From an optimization exercise on the open Yosys and OpenROAD flow, aimed at small area, a short achievable clock period and few clock cycles; shortcuts taken in it are not production practice.
Only simulation tests tie the RTL to the original design; equivalence was not proved.
Power figures rest on the tool's default switching activity, not on a simulated workload.

==> job 3718: inputs <==
Design fbe, start of the top module:
module fbe (
    input  wire        clk,
    input  wire        rst,           
    input  wire        host_valid,
    output wire        host_ready,
    input  wire        host_write,
    input  wire [1:0]  host_size,     
    input  wire [15:0] host_addr,     
    input  wire [31:0] host_wdata,
    output reg         resp_valid,
    output reg  [31:0] resp_rdata,
    output reg         src_valid,
    output reg  [31:0] src_addr,
    input  wire        src_ready,
    input  wire [7:0]  src_data,
    output reg         sink_valid,
    output reg  [1:0]  sink_kind,     
    output reg  [7:0]  sink_data,
    input  wire        sink_ready
);
make LEC_CHECK=0 CAP_MARGIN=10 CELL_PAD_IN_SITES_DETAIL_PLACEMENT=1 CELL_PAD_IN_SITES_GLOBAL_PLACEMENT=2 CORE_MARGIN=2 CORE_UTILIZATION=20 CTS_CLUSTER_DIAMETER=80 CTS_CLUSTER_SIZE=40 PLACE_DENSITY=0.3 SLEW_MARGIN=10 finish   # period 16.0 ns
run.sh (not shown) runs the stock make flow with config.mk's settings and CLKGATE_MAP_FILE= SYNTH_SCRIPT=/design/flow/synth_recipe.tcl, a recipe that flattens the netlist after the stock synthesis.
==> job 8171 (differences from job 3718) <==
--- a/flow/design.v
+++ b/flow/design.v
@@ -421,15 +421,12 @@
         end else begin
             nst = st;
             resp_valid <= 1'b0;
             resp_rdata <= 32'd0;         
             if (st[S_IDLE]) begin
                 ac_lt <= (A < C);
-                bxl   <= (b_ae > W - 1) ? 6'd47 : b_ae[5:0];
-                bsk   <= b_sk;
-                bS    <= b_S;
                 b_clip <= b_clip_c;
                 bd_lt <= (B < D);
                 bc_lt <= (B < C);
                 hq_w  <= host_write;
                 hq_cmd <= host_write && (host_addr == 16'h0000) && (host_size == 2'd2);
                 hq_ok  <= !h_ill && !h_badm;
@@ -522,12 +519,15 @@
                                             nst = go(S_CW1);
                                         end
                                     end
                                     OP_BLIT: begin
                                         if (!b_clip) begin
                                             resp_valid <= 1'b0;
+                                            bxl <= (b_ae > W - 1) ? 6'd47 : b_ae[5:0];
+                                            bsk <= b_sk;
+                                            bS  <= b_S;
                                             p   <= A[17] ? b_negA : 16'd0;
                                             nst  = go(S_BSKIP);
                                         end
                                     end
                                     OP_PRESENT: begin
                                         resp_valid <= 1'b0;
==> job 2109 (differences from job 3718) <==
--- a/flow/design.v
+++ b/flow/design.v
@@ -84,13 +84,12 @@
     reg signed [15:0] p;
     reg signed [16:0] q;
     reg signed [19:0] e, g;          
     reg signed [17:0] ldx, ldy;
     reg signed [18:0] ldxy;          
     reg               lsx, lsy;
-    reg               lx0, ly0;      
     reg signed [17:0] cdab;          
     reg [5:0]  bx, bxl;              
     reg [2:0]  bkc, bnk;             
     reg signed [5:0] bp;             
     reg        blastm;               
     reg [13:0] bS, bSn;              
@@ -137,14 +136,12 @@
     wire signed [17:0] c_cr = c_fill ? A : B;    
     wire signed [17:0] c_u  = st[S_CW1] ? ca_s : cb_s;
     wire signed [17:0] c_v  = st[S_CW1] ? cb_s : ca_s;
     wire               lstep_x = ~e[19];
     wire               lstep_y = ~g[19];
     wire               l_end   = (p == arg1[15:0]) && (q[15:0] == arg1[31:16]);
-    wire               l_gone  = (p[15] && !lsx) || (!p[15] && (p > 16'sd47) && (lsx || lx0)) ||
-                                 (q[16] && !lsy) || (!q[16] && (q > 17'sd31) && (lsy || ly0));
     wire [19:0]        l_df    = ({20{lstep_x & ~lstep_y}} & {ldy[17], ldy, 1'b0}) |
                                  ({20{~lstep_x & lstep_y}} & {ldx[17], ldx, 1'b0}) |
                                  ({20{lstep_x & lstep_y}}  & {ldxy, 1'b0});
     wire signed [17:0] l_ddx   = C - A;
     wire signed [17:0] l_ddy   = D - B;
     wire signed [17:0] l_adx   = l_ddx[17] ? -l_ddx : l_ddx;
@@ -337,69 +334,12 @@
         if (st[S_BRUN] && b_fetch) begin
             bb  <= (b_colend && blastm) ? (src_data & b_lmask) : src_data;
             pbp <= bp;
         end
     end
     always @(posedge clk) begin
-        if (rst) begin
-            sink_valid <= 1'b0;
-            sink_kind  <= 2'd0;
-            sink_data  <= 8'd0;
-            rda_col    <= onehot(6'd0);
-            rda_strip  <= 2'd0;
-        end else if (st[S_PRES]) begin
-            if (sink_ready) begin
-                if (plast) begin
-                    sink_kind <= 2'd1;
-                    sink_data <= 8'd0;
-                end else begin
-                    sink_data <= rd_byte;
-                    plast     <= rda_col[W-1] && (rda_strip == 2'd3);
-                    if (rda_col[W-1]) begin
-                        rda_col   <= onehot(6'd0);
-                        rda_strip <= rda_strip + 2'd1;
-                    end else begin
-                        rda_col   <= {rda_col[W-2:0], rda_col[W-1]};
-                    end
-                end
-            end
-        end else if (st[S_FLUSH] || st[S_BLS]) begin
-            if (sink_ready) begin
-                sink_valid <= 1'b0;
-                sink_kind  <= 2'd0;
-                sink_data  <= 8'd0;
-            end
-        end else if (st[S_BL0]) begin
-            sink_valid <= 1'b1;
-            sink_kind  <= 2'd2;
-            sink_data  <= {7'd0, arg0[0]};
-        end else if (st[S_WIN0]) begin
-            rda_col   <= onehot(wi_col[5:0]);
-            rda_strip <= wi_strip;
-        end else if (st[S_WIN1]) begin
-            if (wk == ((wn == 2'd0) ? 2'd0 : (wn == 2'd1) ? 2'd1 : 2'd3)) begin
-                rda_col   <= onehot(6'd0);
-                rda_strip <= 2'd0;
-            end else begin
-                rda_col   <= {rda_col[W-2:0], rda_col[W-1]};
-            end
-        end else if (st[S_GETP2]) begin
-            rda_col   <= onehot(6'd0);
-            rda_strip <= 2'd0;
-        end else if (cmdw && hop == OP_PRESENT) begin
-            sink_valid <= 1'b1;
-            sink_kind  <= 2'd0;
-            sink_data  <= rd_byte;
-            rda_col    <= onehot(6'd1);
-            plast      <= 1'b0;
-        end else if (cmdw && hop == OP_GETPIXEL) begin
-            rda_col   <= onehot(arg0[5:0]);
-            rda_strip <= arg0[20:19];
-        end
-    end
-    always @(posedge clk) begin
         if (st[S_BRUN]) begin
             if (src_ready) src_addr <= b_sum;
         end else if (st[S_BSKIP]) begin
             if (p != 16'sd0) src_addr <= b_sum;
         end else if (st[S_IDLE]) begin
             src_addr <= b_sum;
@@ -415,21 +355,23 @@
             arg2       <= 32'd0;
             flags      <= 4'd0;
             bl         <= 1'b0;
             result     <= 1'b0;
             resp_valid <= 1'b0;
             src_valid  <= 1'b0;
+            sink_valid <= 1'b0;
+            sink_kind  <= 2'd0;
+            sink_data  <= 8'd0;
+            rda_col    <= onehot(6'd0);
+            rda_strip  <= 2'd0;
         end else begin
             nst = st;
             resp_valid <= 1'b0;
             resp_rdata <= 32'd0;         
             if (st[S_IDLE]) begin
                 ac_lt <= (A < C);
-                bxl   <= (b_ae > W - 1) ? 6'd47 : b_ae[5:0];
-                bsk   <= b_sk;
-                bS    <= b_S;
                 b_clip <= b_clip_c;
                 bd_lt <= (B < D);
                 bc_lt <= (B < C);
                 hq_w  <= host_write;
                 hq_cmd <= host_write && (host_addr == 16'h0000) && (host_size == 2'd2);
                 hq_ok  <= !h_ill && !h_badm;
@@ -437,14 +379,12 @@
                 hq_ad <= host_addr;
                 hq_wd <= host_wdata;
                 ldx  <= l_adx;
                 ldy  <= l_ady;
                 lsx  <= ~l_ddx[17] & (l_ddx != 0);
                 lsy  <= ~l_ddy[17] & (l_ddy != 0);
-                lx0  <= (l_ddx == 0);
-                ly0  <= (l_ddy == 0);
                 cdab <= -C;
                 bx   <= A[17] ? 6'd0 : arg0[5:0];
                 p    <= 16'sd0;
                 q    <= C[16:0];
                 e    <= 19'sd1 - C;
                 if (acc) begin
@@ -502,12 +442,14 @@
                                     OP_RECT: begin
                                         resp_valid <= 1'b0;
                                         nst         = go(S_RECT2);
                                     end
                                     OP_GETPIXEL: begin
                                         resp_valid <= 1'b0;
+                                        rda_col    <= onehot(arg0[5:0]);
+                                        rda_strip  <= arg0[20:19];
                                         nst         = go(S_GETP);
                                     end
                                     OP_LINE: begin
                                         resp_valid <= 1'b0;
                                         p    <= arg0[15:0];
                                         q    <= B[16:0];
@@ -522,18 +464,26 @@
                                             nst = go(S_CW1);
                                         end
                                     end
                                     OP_BLIT: begin
                                         if (!b_clip) begin
                                             resp_valid <= 1'b0;
+                                            bxl <= (b_ae > W - 1) ? 6'd47 : b_ae[5:0];
+                                            bsk <= b_sk;
+                                            bS  <= b_S;
                                             p   <= A[17] ? b_negA : 16'd0;
                                             nst  = go(S_BSKIP);
                                         end
                                     end
                                     OP_PRESENT: begin
                                         resp_valid <= 1'b0;
+                                        sink_valid <= 1'b1;
+                                        sink_kind  <= 2'd0;
+                                        sink_data  <= rd_byte;
+                                        rda_col    <= onehot(6'd1);
+                                        plast      <= 1'b0;
                                         nst         = go(S_PRES);
                                     end
                                     OP_BACKLIGHT: begin
                                         resp_valid <= 1'b0;
                                         nst         = go(S_BL0);
                                     end
@@ -542,22 +492,27 @@
                             end
                         end
                     endcase
                 end
             end
             if (st[S_WIN0]) begin
+                rda_col   <= onehot(wi_col[5:0]);
+                rda_strip <= wi_strip;
                 wk        <= 2'd0;
                 nst        = go(S_WIN1);
             end
             if (st[S_WIN1]) begin
                 hq_wd[8*wk +: 8] <= rd_byte;
                 wk      <= wk + 2'd1;
+                rda_col <= {rda_col[W-2:0], rda_col[W-1]};
                 if (wk == ((wn == 2'd0) ? 2'd0 : (wn == 2'd1) ? 2'd1 : 2'd3)) begin
                     resp_valid <= 1'b1;
                     resp_rdata <= (wn == 2'd0) ? {24'd0, rd_byte} :
                                   (wn == 2'd1) ? {16'd0, rd_byte, hq_wd[7:0]} : {rd_byte, hq_wd[23:0]};
+                    rda_col    <= onehot(6'd0);
+                    rda_strip  <= 2'd0;
                     nst         = go(S_IDLE);
                 end
             end
             if (st[S_GETP]) begin
                 hq_wd[31:24] <= rd_byte;
                 nst   = go(S_GETP2);
@@ -566,22 +521,53 @@
                 if (a_in) begin
                     result <= hq_wd[24 + arg0[18:16]];
                 end else begin
                     result   <= 1'b0;
                     flags[2] <= 1'b1;
                 end
+                rda_col    <= onehot(6'd0);
+                rda_strip  <= 2'd0;
                 resp_valid <= 1'b1;
                 nst         = go(S_IDLE);
             end
             if (st[S_FILL]) nst = go(S_DONE);
+            if (st[S_PST]) begin
+                sink_valid <= 1'b1;
+                sink_kind  <= 2'd0;
+                sink_data  <= rd_byte;
+                rda_col    <= onehot(6'd1);
+                plast      <= 1'b0;
+                nst         = go(S_PRES);
+            end
             if (st[S_BL0]) begin
                 bl         <= arg0[0];
+                sink_valid <= 1'b1;
+                sink_kind  <= 2'd2;
+                sink_data  <= {7'd0, arg0[0]};
                 nst         = go(S_BLS);
             end
-            if (st[S_PRES] && sink_ready && plast) nst = go(S_FLUSH);
+            if (st[S_PRES] && sink_ready) begin
+                if (plast) begin
+                    sink_kind <= 2'd1;
+                    sink_data <= 8'd0;
+                    nst        = go(S_FLUSH);
+                end else begin
+                    sink_data <= rd_byte;
+                    plast     <= rda_col[W-1] && (rda_strip == 2'd3);
+                    if (rda_col[W-1]) begin
+                        rda_col   <= onehot(6'd0);
+                        rda_strip <= rda_strip + 2'd1;
+                    end else begin
+                        rda_col   <= {rda_col[W-2:0], rda_col[W-1]};
+                    end
+                end
+            end
             if ((st[S_FLUSH] || st[S_BLS]) && sink_ready) begin
+                sink_valid <= 1'b0;
+                sink_kind  <= 2'd0;
+                sink_data  <= 8'd0;
                 resp_valid <= 1'b1;
                 nst         = go(S_IDLE);
             end
             if (st[S_RECT2]) nst = go(S_DONE);
             if (st[S_DONE]) begin
                 resp_valid <= 1'b1;
@@ -593,13 +579,13 @@
                 e    <= 2 * ldx + ldy;
                 g    <= -ldx - 2 * ldy;
                 ldxy <= ldx + ldy;
                 nst   = go(S_LINE);
             end
             if (st[S_LINE]) begin
-                if (l_end || l_gone) begin
+                if (l_end) begin
                     nst = go(S_DONE);
                 end else begin
                     e <= e + $signed(l_df);
                     g <= g - $signed(l_df);
                     if (lstep_x) p <= lsx ? p + 16'sd1 : p - 16'sd1;
                     if (lstep_y) q <= lsy ? q + 17'sd1 : q - 17'sd1;
- CAP_MARGIN: 10 -> 20
- CTS_CLUSTER_DIAMETER: 80 -> not set
- CTS_CLUSTER_SIZE: 40 -> not set
- SLEW_MARGIN: 10 -> 20
==> qor.yml <==
global_routing:
  grt_pass1_vias: 117000
drt:
  drt-initial-drc-count: 15000
worst_setup_path:
  crit_cells: 13
sta:
  slew_viol_final: 3
yosys:
  synthCells: 13700
  ys_top_cells_by_area: "dfxtp_1 32%, a21oi_1 8.8%, edfxtp_1 8.6%"
status:
  so_faults: "capacitance limit, slew limit"
  status: "failed layout checks"
run:
  drv_cap: 1
min_path:
  min_from: "arg1[29]$_SDFFE_PP0P_"
power:
  seq_power_share: 0.436
Source of the figures above: job 3718

==> qor.yml <==
status:
  status: "timing/DRC/antenna clean"
min_path:
  min_from: "arg1[9]$_SDFFE_PP0P_"
yosys:
  synthCells: 13800
  synth_compound_area_frac: 0.330
  ys_top_cells_by_area: "dfxtp_1 32%, a21oi_1 9.7%, edfxtp_1 8.6%"
layout:
  nNonClkBuffers: 724
  drive_gt1_frac: 0.105
clock_network:
  clock_latency_ns: 1.01
sta:
  relSlewSlack: 0.158
  min_period_ns: 6.12
  clock_skew_ns: 0.0725
drt:
  route.met3.wl_um: 37100
  wl_met2_um: 452000
  drt-initial-drc-count: 11600
power:
  vdd_drop_max_v: 0.0000758
worst_setup_path:
  crit_cells: 10
Source of the figures above: job 2109

==> qor.yml <==
min_path:
  min_from: "bp[2]$_DFFE_PP_"
drt:
  drt-initial-drc-count: 14800
power:
  seq_power_share: 0.459
worst_setup_path:
  crit_cells: 15
run:
  drv_cap: 0
yosys:
  ys_top_cells_by_area: "dfxtp_1 31%, a21oi_1 9.2%, edfxtp_1 8.5%"
  synthCells: 13800
sta:
  slew_viol_final: 0
status:
  status: "timing/DRC/antenna clean"
Source of the figures above: job 8171

Testbench counts of job 3718, summed over its fixed seeds: cycles 16,095.
Testbench counts of job 8171, summed over its fixed seeds: cycles 16,095.
Testbench counts of job 2109, summed over its fixed seeds: cycles 16,632.

-- separate check: timing with driven ports --
The flow's constraints put no driver on any port. The routed layouts listed below were extracted and timed again, unchanged, in two steps. Step 1 (the two cells are an assumption about what drives the block):
set clk [get_ports {clk}]
set_driving_cell -lib_cell sky130_fd_sc_hd__clkbuf_16 $clk
set_driving_cell -lib_cell sky130_fd_sc_hd__buf_2 [delete_from_list [all_inputs] $clk]
Step 2 times the ports against the registers' clock, not the clock port: input delays grow and output delays shrink by t, the midpoint of the rising clock arrivals with the driver on. Three values: ideal ports, drivers, drivers and shift; two values: the first two.
run	t, ns	setup slack, ns	clock arrival spread, ns	worst register clock-pin slew, ns
job 3718	1.126	10.177 / 10.177 / 9.421	0.119 / 0.119	0.09 / 0.09
job 8171	1.130	10.201 / 10.201 / 9.649	0.181 / 0.180	0.10 / 0.10
job 2109	1.113	9.882 / 9.989 / 8.876	0.073 / 0.073	0.07 / 0.07
For job 2109, which loses most, drivers alone change the setup slack by +0.107 ns; drivers and shift together by -1.006 ns.
